Source: an optimization exercise on an open RTL-to-GDS flow (aim: small area). Production flows keep margins and buffers that such runs may drop.
Function was checked by simulation only, so behaviour that the tests miss may differ from the original.
Power is estimated from default activity; no workload was simulated.

// stepper_sequencer
module stepper_sequencer (
    input  wire        clk,
    input  wire        rst,           
    input  wire        cmd_valid,
    output wire        cmd_ready,
    input  wire [47:0] cmd,
    output wire        rsp_valid,
    output wire [39:0] rsp,
    output reg         ser_latch,
    output reg         ser_data,
    output reg         ser_clk,
    output wire [7:0]  duty_a1,
    output wire [7:0]  duty_b1,
    output wire [7:0]  duty_a2,
    output wire [7:0]  duty_b2,
    output wire        delay_req,
    output wire [31:0] delay_ms,
    input  wire        delay_ack
);
    localparam [2:0] S_IDLE = 3'd0;
    localparam [2:0] S_DIV  = 3'd1;    
    localparam [2:0] S_LOAD = 3'd2;    
    localparam [2:0] S_LOOP = 3'd3;    
    localparam [2:0] S_TX   = 3'd4;    
    localparam [2:0] S_RESP = 3'd5;
    localparam [2:0] S_P1   = 3'd6;    
    localparam [2:0] S_P3   = 3'd7;    
    localparam [2:0] O_NEW  = 3'd1;
    localparam [2:0] O_SET  = 3'd2;
    localparam [2:0] O_ONE  = 3'd3;
    localparam [2:0] O_STEP = 3'd4;
  ...
For scale: ~160 I/O pins.
==> flow/config.mk <==
export PLATFORM = sky130hd
export DESIGN_NAME = stepper_sequencer
export DESIGN_NICKNAME = stepper_sequencer
export VERILOG_FILES = /design/flow/design.v
export SDC_FILE = /design/flow/constraint.sdc
export NUM_CORES = 4
export LEC_CHECK = 0
export CAP_MARGIN = 20
export CORE_MARGIN = 2
export CORE_UTILIZATION = 65
export PLACE_DENSITY = 0.75
export SLEW_MARGIN = 20
==> flow/constraint.sdc <==
create_clock -name core_clock -period 22.0 [get_ports {clk}]
set_input_delay 4.4000 -clock core_clock [delete_from_list [all_inputs] [get_ports {clk}]]
set_output_delay 4.4000 -clock core_clock [all_outputs]
set_load 0.01 [all_outputs]
standard.sh (not shown) runs the stock make flow with config.mk's settings and CLKGATE_MAP_FILE= SYNTH_SCRIPT=/design/flow/synth_recipe.tcl, a recipe that flattens the netlist after the stock synthesis.
==> flow/flow/run.sh <==
#!/bin/bash
# Own layout flow: the standard ORFS flow, with
#  - synthesis by the standard flow's own script (synth_recipe.tcl, unchanged), except that
#    ABC maps the logic with an area-oriented script (flow/area.abc); ABC runs
#    after the flip-flops are mapped, so the registers are those of the
#    standard synthesis; the adder cells are left to ABC too (no ADDER_MAP_FILE),
#  - port buffers of the smallest buffer cell (every port still gets its buffer),
#  - one tie cell per constant instead of one per constant load,
#  - a clock tree without dummy loads, built from clkbuf_8 clusters of at most 14 sinks.
# The full make output goes to run_make.log in the work folder; ORFS's own
# per-step logs stay under orfs/logs.
set -euo pipefail
W=$(pwd)
{
  cat <<EOF
proc abc {args} {
  set i [lsearch -exact \$args -script]
  if { \$i >= 0 } { lset args [expr {\$i + 1}] $W/flow/area.abc }
  yosys abc {*}\$args
}
EOF
  cat "$W/synth_recipe.tcl"
} > "$W/own_synth.tcl"
CTS="-sink_clustering_enable -repair_clock_nets -dont_use_dummy_load -buf_list sky130_fd_sc_hd__clkbuf_8 -sink_clustering_size 14 -sink_clustering_max_diameter 60"
bash standard.sh \
  "SYNTH_SCRIPT=$W/own_synth.tcl" \
  "BUFFER_PORTS_ARGS=-buffer_cell sky130_fd_sc_hd__buf_1" \
  "CTS_ARGS=$CTS" \
  SKIP_REPAIR_TIE_FANOUT=1 \
  ADDER_MAP_FILE= \
  finish > run_make.log 2>&1
==> flow/flow/area.abc <==
strash
dch -f
amap -m
topo
The starting point passed the timing, DRC and antenna checks.
Next try:
--- a/flow/design.v
+++ b/flow/design.v
@@ -159,57 +159,43 @@
     endfunction
     wire [3:0] set = (op == O_REL) ? 4'b0000 : phase8({np[5:4], micro | np[3]});
     wire [7:0] en_bits = ps ? {set[2], set[3], set[0], 4'b0000, set[1]}
                             : {3'b000, set[3], set[2], set[0], set[1], 1'b0};
     wire [7:0] pmask   = ps ? 8'hE1 : 8'h1E;
     wire [7:0] l_m     = rst ? 8'hFF : (op == O_LW) ? imm[15:8] : pmask;
     wire [7:0] l_v     = rst ? 8'h00 : (op == O_LW) ? imm[7:0]  : en_bits;
-    function [7:0] curve2;
+    function [7:0] curve;
         input [4:0] i;
         begin
             case (i)
-                5'd0:  curve2 = 8'd0;
-                5'd1:  curve2 = 8'd25;
-                5'd2:  curve2 = 8'd50;
-                5'd3:  curve2 = 8'd74;
-                5'd4:  curve2 = 8'd98;
-                5'd5:  curve2 = 8'd120;
-                5'd6:  curve2 = 8'd141;
-                5'd7:  curve2 = 8'd162;
-                5'd8:  curve2 = 8'd180;
-                5'd9:  curve2 = 8'd197;
-                5'd10: curve2 = 8'd212;
-                5'd11: curve2 = 8'd225;
-                5'd12: curve2 = 8'd236;
-                5'd13: curve2 = 8'd244;
-                5'd14: curve2 = 8'd250;
-                5'd15: curve2 = 8'd253;
-                5'd16: curve2 = 8'd255;
-                5'd17: curve2 = 8'd253;
-                5'd18: curve2 = 8'd250;
-                5'd19: curve2 = 8'd244;
-                5'd20: curve2 = 8'd236;
-                5'd21: curve2 = 8'd225;
-                5'd22: curve2 = 8'd212;
-                5'd23: curve2 = 8'd197;
-                5'd24: curve2 = 8'd180;
-                5'd25: curve2 = 8'd162;
-                5'd26: curve2 = 8'd141;
-                5'd27: curve2 = 8'd120;
-                5'd28: curve2 = 8'd98;
-                5'd29: curve2 = 8'd74;
-                5'd30: curve2 = 8'd50;
-                default: curve2 = 8'd25;
+                5'd0:  curve = 8'd0;
+                5'd1:  curve = 8'd25;
+                5'd2:  curve = 8'd50;
+                5'd3:  curve = 8'd74;
+                5'd4:  curve = 8'd98;
+                5'd5:  curve = 8'd120;
+                5'd6:  curve = 8'd141;
+                5'd7:  curve = 8'd162;
+                5'd8:  curve = 8'd180;
+                5'd9:  curve = 8'd197;
+                5'd10: curve = 8'd212;
+                5'd11: curve = 8'd225;
+                5'd12: curve = 8'd236;
+                5'd13: curve = 8'd244;
+                5'd14: curve = 8'd250;
+                5'd15: curve = 8'd253;
+                default: curve = 8'd255;
             endcase
         end
     endfunction
     wire       pwa  = (st == S_TX) & (cnt == 5'd27);
     wire       pwb  = (st == S_TX) & (cnt == 5'd28);
     wire       flip = curpos[4] ^ pwa;
-    wire [7:0] dval = (rst || op == O_REL) ? 8'd0 : curve2({flip, curpos[3:0]});
+    wire [4:0] cidx = flip ? (5'd16 - {1'b0, curpos[3:0]}) : {1'b0, curpos[3:0]};
+    wire [7:0] dval = (rst || op == O_REL) ? 8'd0 : curve(cidx);
     wire ovr_c  = ~first & ovr;
     wire ovr_n  = kbit ? (s_bit & ovr_c) : (s_bit | ovr_c);
     wire mz     = (mcnt == 4'd0);
     wire i_dec  = ~micro | mz;           
     wire b_cur  = first ? i_dec : bw;
     wire n_zero = b_cur & ~imm[0];       
     wire main_more = ~mdone & ~n_zero;
=>
- non-clock buffer count is lower by 2
- worst setup slack improved by 0.094 ns
- synthesized cell count is lower by 1.6%
- cell area is lower by 0.87%
- utilization is lower by 0.36 points
- fmax is higher by 1.3%
- flip-flop and latch count stays the same
- routed wire length is lower by 3.1%
- global-route usage is lower by 0.46 points
- area after synthesis is lower by about 0.7%
- power is lower by 0.39%
- hold slack got worse by 0.0048 ns
- cell count is lower by 1.4%

[port drivers added, routing unchanged]
How much do the figures lean on ideal ports? The routed layouts below were timed once more, with nothing changed but the port constraints.
Step 1, drivers: a clkbuf_16 drives clk and a buf_2 each remaining input, both assumed.
Step 2 moves the port delays by t, midway between the first and last clock arrival at a register: inputs arrive t later, outputs are due t later. That takes back most of the time a late clock gives input paths.
Three values: ideal ports, drivers, drivers and shift; two values: the first two.
run	t, ns	setup slack, ns	pins driven straight from the clock port
the first run	0.562	14.671 / 14.688 / 14.126	1
the second run	0.562	14.764 / 14.726 / 14.238	1
After both steps every run listed still meets setup and hold. The setup slack of the first run, which loses most, moves by +0.017 ns with the drivers and by -0.545 ns with both steps.
